This is an optimization exercise on Yosys and OpenROAD, whose aim is small area, a short achievable clock period and few clock cycles, not a production implementation.
In this exercise RTL edits were held to simulation tests only and were not proved equivalent to the original.
Power figures rest on the tool's default switching activity, not on a simulated workload.

==> design.v <==
module xbee_rx #(
    parameter RX_CAP = 128            
) (
    input  wire       clk,
    input  wire       rst,            
    input  wire       api_mode,       
    input  wire       in_valid,
    output wire       in_ready,
    input  wire [7:0] in_data,
    output wire       out_valid,
    input  wire       out_ready,
    output wire [7:0] out_data,
    output wire       out_last,
    output wire       out_fault,      
    output wire       out_chk_err     
);
    localparam [7:0] START = 8'h7E;
    localparam [7:0] ESC   = 8'h7D;
    localparam [7:0] XMASK = 8'h20;
    localparam [1:0] S_RECV  = 2'd0,
                     S_EMIT  = 2'd1,
                     S_FAULT = 2'd2;
    reg  [1:0]  state;
    reg         waiting;
    reg         esc_pend;
    reg  [7:0]  cnt;                  
    reg  [15:0] len;                  
    reg  [7:0]  sum;                  
    reg  [7:0]  rxbuf [0:RX_CAP-1];
    reg  [7:0]  rd;
    reg         chk_err;
    wire take = in_valid && in_ready;
    reg         n_waiting, n_esc;
    reg  [7:0]  n_cnt;
    reg  [15:0] n_len;
    reg  [7:0]  n_sum;
    reg  [7:0]  v;
    reg         wr_en;
    reg  [7:0]  wr_addr;
    reg         done, fault, mismatch;
    always @(*) begin
        n_waiting = waiting;
        n_esc     = esc_pend;
        n_cnt     = cnt;
        n_len     = len;
        n_sum     = sum;
        v         = in_data;
        wr_en     = 1'b0;
        wr_addr   = cnt;
        done      = 1'b0;
        fault     = 1'b0;
        mismatch  = 1'b0;
        if (take) begin
            if (in_data == START && (waiting || (api_mode && !esc_pend))) begin
                n_waiting = 1'b0;
                n_esc     = 1'b0;
                n_cnt     = 8'd0;
                n_len     = 16'd0;
                n_sum     = 8'd0;
            end
            if (api_mode && in_data == ESC) begin
                n_esc = 1'b1;
            end else begin
                if (n_esc) begin
                    v     = in_data ^ XMASK;
                    n_esc = 1'b0;
                end
                if (!n_waiting) begin
                    if (n_cnt < RX_CAP) begin
                        wr_en   = 1'b1;
                        wr_addr = n_cnt;
                        n_cnt   = n_cnt + 8'd1;
                        if (n_cnt == 8'd2) begin
                            n_len = {v, 8'h00};
                        end else if (n_cnt == 8'd3) begin
                            n_len = n_len + {8'h00, v};
                        end else if (n_cnt > 8'd3) begin
                            if ({9'd0, n_cnt} < {1'b0, n_len} + 17'd4) begin
                                n_sum = n_sum + v;
                            end else if (n_len != 16'd0 &&
                                         {9'd0, n_cnt} == {1'b0, n_len} + 17'd4) begin
                                done      = 1'b1;
                                mismatch  = (v != (8'hFF - n_sum));
                                n_waiting = 1'b1;
                                n_len     = 16'd0;
                            end
                        end
                    end else begin
                        fault     = 1'b1;
                        n_waiting = 1'b1;
                    end
                end
            end
        end
    end
    always @(posedge clk) begin
        if (wr_en)
            rxbuf[wr_addr] <= v;
    end
    wire out_fire = out_valid && out_ready;
    wire at_last  = (rd == cnt - 8'd1);
    always @(posedge clk) begin
        if (rst) begin
            state    <= S_RECV;
            waiting  <= 1'b1;
            esc_pend <= 1'b0;
            cnt      <= 8'd0;
            len      <= 16'd0;
            sum      <= 8'd0;
            rd       <= 8'd0;
            chk_err  <= 1'b0;
        end else begin
            waiting  <= n_waiting;
            esc_pend <= n_esc;
            cnt      <= n_cnt;
            len      <= n_len;
            sum      <= n_sum;
            case (state)
                S_RECV: begin
                    if (done) begin
                        state   <= S_EMIT;
                        rd      <= 8'd0;
                        chk_err <= mismatch;
                    end else if (fault) begin
                        state   <= S_FAULT;
                    end
                end
                S_EMIT: begin
                    if (out_fire) begin
                        rd <= rd + 8'd1;
                        if (at_last)
                            state <= S_RECV;
                    end
                end
                S_FAULT: begin
                    if (out_fire)
                        state <= S_RECV;
                end
                default: state <= S_RECV;
            endcase
        end
    end
    assign in_ready    = (state == S_RECV);
    assign out_valid   = (state == S_EMIT) || (state == S_FAULT);
    assign out_data    = rxbuf[rd[6:0]];
    assign out_last    = (state == S_FAULT) || at_last;
    assign out_fault   = (state == S_FAULT);
    assign out_chk_err = chk_err;
endmodule
==> run.sh <==
#!/bin/bash
# synth_recipe.tcl (not shown) runs the flow's synth.tcl, then flattens the netlist and writes it again
# the make line also repeats each setting of config.mk as NAME=value (left out here)
make -C /OpenROAD-flow-scripts/flow DESIGN_CONFIG=/design/flow/config.mk WORK_HOME=/design/flow/orfs CLKGATE_MAP_FILE= SYNTH_SCRIPT=/design/flow/synth_recipe.tcl finish
==> config.mk <==
export PLATFORM = sky130hd
export DESIGN_NAME = xbee_rx
export DESIGN_NICKNAME = xbee_rx
export VERILOG_FILES = /design/flow/design.v
export SDC_FILE = /design/flow/constraint.sdc
export NUM_CORES = 4
export LEC_CHECK = 0
export CAP_MARGIN = 20
export CORE_MARGIN = 2
export CORE_UTILIZATION = 40
export SLEW_MARGIN = 20
==> constraint.sdc <==
create_clock -name core_clock -period 6.0 [get_ports {clk}]
set_input_delay 1.2000 -clock core_clock [delete_from_list [all_inputs] [get_ports {clk}]]
set_output_delay 1.2000 -clock core_clock [all_outputs]
set_load 0.01 [all_outputs]
==> metrics.md <==
| Metric | Value |
|---|---|
| Clock Skews | 0.02631 ns |
| Worst-path fanout max | 62 |
| Nature of the critical path endpoint | output port |
| Drt pass-1 iters | 8 |
| RSZ-0062 raised after global routing | false |
| CTS Sinks | 1076 |
| Status | finished clean |
| Dominant cell type by area after synthesis | edfxtp_1 |
| Port Buffers | 25 |
| Pint | 11800 uW |
| DP Cell Count | 3536 |
| Final setup TNS | 0 ns |
| WHS | 0.4793 ns |
| Max Cap Viol | 0 |
| Layout cells sized above 1 | 24.50% |
| Initial DRC Count | 2323 |
| Worst min-delay path class | register to register |
| Syn Area/Cell | 20.15 um^2 |
| Vias/cell | 5.770 |
| Finish-stage setup viols | 0 |
| Worst vdd ir | 232.8 uV |
| Crit path time final | 5.621 ns |
| Final Hold Vio Count | 0 |
| Fmax | 0.1779 GHz |
| Setup WS post-layout | 0.3791 ns |
| Final ANT Viol Nets | 0 |
| Switching Fraction | 20.05% |
| Number of synthesized flops with an enable pin | 1024 |
| PD cells | 301.3 nW/um^2 |
| GRT overflow | 0 |
| Vias | 21.47k |
| Total leakage power | 0.01460 uW |
| CTS tree | yes |
| Synth Register Bits | 1076 |
| Critical path required time | 4.80 ns |
| Initial antenna violation count | 2 |
| Starting Density | 40.18% |
| Die area | 111700 um^2 |
| Reg2reg start | waiting |
| Post-synth top cells | edfxtp_1 (1024), mux4_2 (336), nor2_1 (177) |
| Final Cycle Share | 93.68% |
| Sw power | 2960 uW |
| Post-CTS Setup Bufs | 0 |
| Yosys Warn Count | 1 |
| CTS Buf Count | 106 |
| Die Wd | 334.2 um |
| First-pass GRT wire length | 152.5 mm |
| Vias in the first global route | 21.86k |
| Bufs on Longest Clock Path | 3 |
| DIE HEIGHT | 334.2 um |
| Post-synth ARST share | 0% |
| Relative max-transition margin | 27.47% |
| Net count after synthesis | 2213 |
| Post-synth top area share | 70.51% |
| Clk Tree Root Cell | clkbuf_16 |
| Most instantiated library cell after synthesis | edfxtp_1 |
| Core ar. | 108600 um^2 |
| Average routed wire per standard cell | 28.07 um |
| Seq pwr share | 55.7% |
| Mapped Cells | 2164 |
| Remaining DRCs | 0 |
| GRT Total Usage | 18.77% |
| Synthesized cell area | 43610 um^2 |
| Cell variety after synth | 67 |
| Place WS | 0.4055 ns |
| Detail Placement HPWL | 64.49 mm |
| Core Util, Final | 45.13% |
| IO Count | 26 |
| Hold_buf cts | 0 |
| Row count | 121 |
| Htree depth | 3 |
| Largest net degree at the start of global routing | 129 |
| Setup CP Type | register to output port |
| Clock power share | 43.1% |
| Clk pin slew, worst setup/hold paths | 0.06 ns |
| # fillers | 8990 |
| Register area share after synthesis | 72.89% |
| Placer Congestion | 0.8484 |
| Layout Cells excl Fill | 3721 |
| NumNets Final | 2279 |
| Top cells by area, synth | edfxtp_1 (71%), mux4_2 (17%), dfxtp_1 (2.4%) |
| Final Max Tran Viols | 0 |
| Detailed Route WL | 104.5 mm |
| Top FF cell, synth | edfxtp_1 |
| Crit path launch type | register |
| Area growth syn-to-layout | 12.32% |
| Combinational fraction of design power | 1.3% |
| Slew @ Worst Pin | 1.087 ns |
| Hold Path Origin | sum[5] |
| WP data arrival | 4.42 ns |
| Clock network latency to the later pin of the worst-skew pair | 0.69 ns |
| Cts repair resizes | 0 |
per-layer routing:
layer / vias up / part of all wire (%) / GRT usage, %
li1: 9085 / - / -
met3: 118 / 6.2 / 2.690
met4: 0 / 2.1 / 5.108
met5: - / 0 / 0
met2: 725 / 49 / 30.89
met1: 11540 / 42 / 26.30
layout by cell type (no fill, tap or decap), drive strengths merged, types with 8 or more instances in the layout:
cell type      netlist  final
a211oi               8      8
a21o                 8      8
a21oi               35     35
and2                16     16
buf                 46     59
clkbuf              73    133
clkdlybuf4s50        0     18
clkinv               0     37
dfxtp               52     52
edfxtp            1024   1024
ha                  34     34
inv                 25     30
mux2                10     10
mux4               336    336
nand2               75     75
nand3               32     32
nand4               16     16
nor2               177    177
nor2b               10     10
nor3                 8      8
o211ai               8      8
o21a                 8      8
o21ai               24     24
xnor2               22     22
xor2                12     12
sequential cells by signal, indices dropped and copies added (netlist names), named ones only:
register,cells
rd,8
esc_pend,1
sum,8
len,16
waiting,1
cnt,8
chk_err,1
state,2
rxbuf,1024
path summary, 6_finish.rpt:
check | endpoint | slack [ns] | depth (start not counted)
max | out_data[1] | 0.38 | 6
min | sum[5] | 0.48 | 1
max reg2reg | sum[4] | 1.59 | 15
min reg2reg | sum[5] | 0.48 | 1
worst max-delay path, cell delays in order, from the launching register on:
cell             delay, ns
dfxtp_4               0.55
buf_12                0.46
mux4_2                0.63
mux4_2                0.55
mux4_2                0.59
mux2_2                0.35
clkdlybuf4s50_1       0.51
power groups by stage:
stage | logic [uW] | registers (uW) | clock network [uW]
after detailed placement | 198 | 8370 | 0
after global placement | 185 | 8370 | 0
after floorplan | 38.4 | 8380 | 0
after global routing | 209 | 8210 | 6750
final | 191 | 8210 | 6360
after CTS | 198 | 8210 | 6460
logic make-up after synthesis:
logic type,Yosys count,synth area share [%]
buffers and inverters,144,1.348
XOR/XNOR,34,0.6828
flip-flops,1076,72.89
multiplexers,348,17.66
AND/OR/NAND/NOR,381,4.005
adder cells (fa/ha/maj),36,1.067
AO/OA/AOI/OAI,145,2.350
cell type report:
class                           instances  area [um^2]  area share, %
Timing Repair Buffer                   77        773.2          1.579
Sequential cell                      1076        31810          64.93
Multi-Input combinational cell        944        11260          23.00
Antenna cell                            1        2.502       0.005109
Inverter                               25        93.84         0.1916
Clock buffer                          133         2754          5.622
Clock inverter                         51        521.8          1.065
Tap cell                             1414         1769          3.612
through the flow:
step           cell area, um^2  total power [uW]
2_1_floorplan            43620              8415
3_3_place_gp             45710              8559
3_5_place_dp             45710              8572
4_1_cts                  48980             14870
5_1_grt                  48980             15170
6_report                 48980             14760
Testbench counts, summed over its fixed seeds: cycles 53,815.

==> static timing again, ports no longer ideal <==
In the flow no input, the clock included, has a driving cell. The finished layout below was timed again as built, in two steps.
Step 1 (the two cells are an assumption about what drives the block):
set clk [get_ports {clk}]
set_driving_cell -lib_cell sky130_fd_sc_hd__clkbuf_16 $clk
set_driving_cell -lib_cell sky130_fd_sc_hd__buf_2 [delete_from_list [all_inputs] $clk]
Step 2 adds t to the input delays and takes it off the output delays; t is the mean of the earliest and latest rising clock arrival at the registers after step 1. Input paths then give back, and output paths get back, about the clock's delay inside the block.
a / b / c = no drivers / after step 1 / after step 2; a / b = the first two.
t, ns: 0.742
setup slack, ns: 0.379 / 0.315 / 0.299
latest minus earliest clock arrival (ns): 0.028 / 0.028
worst register clock-pin slew, ns: 0.06 / 0.06
pins driven straight from the clock port: 1
After both steps setup and hold are still met in this run. For this run, drivers alone change the setup slack by -0.064 ns; drivers and shift together by -0.080 ns.
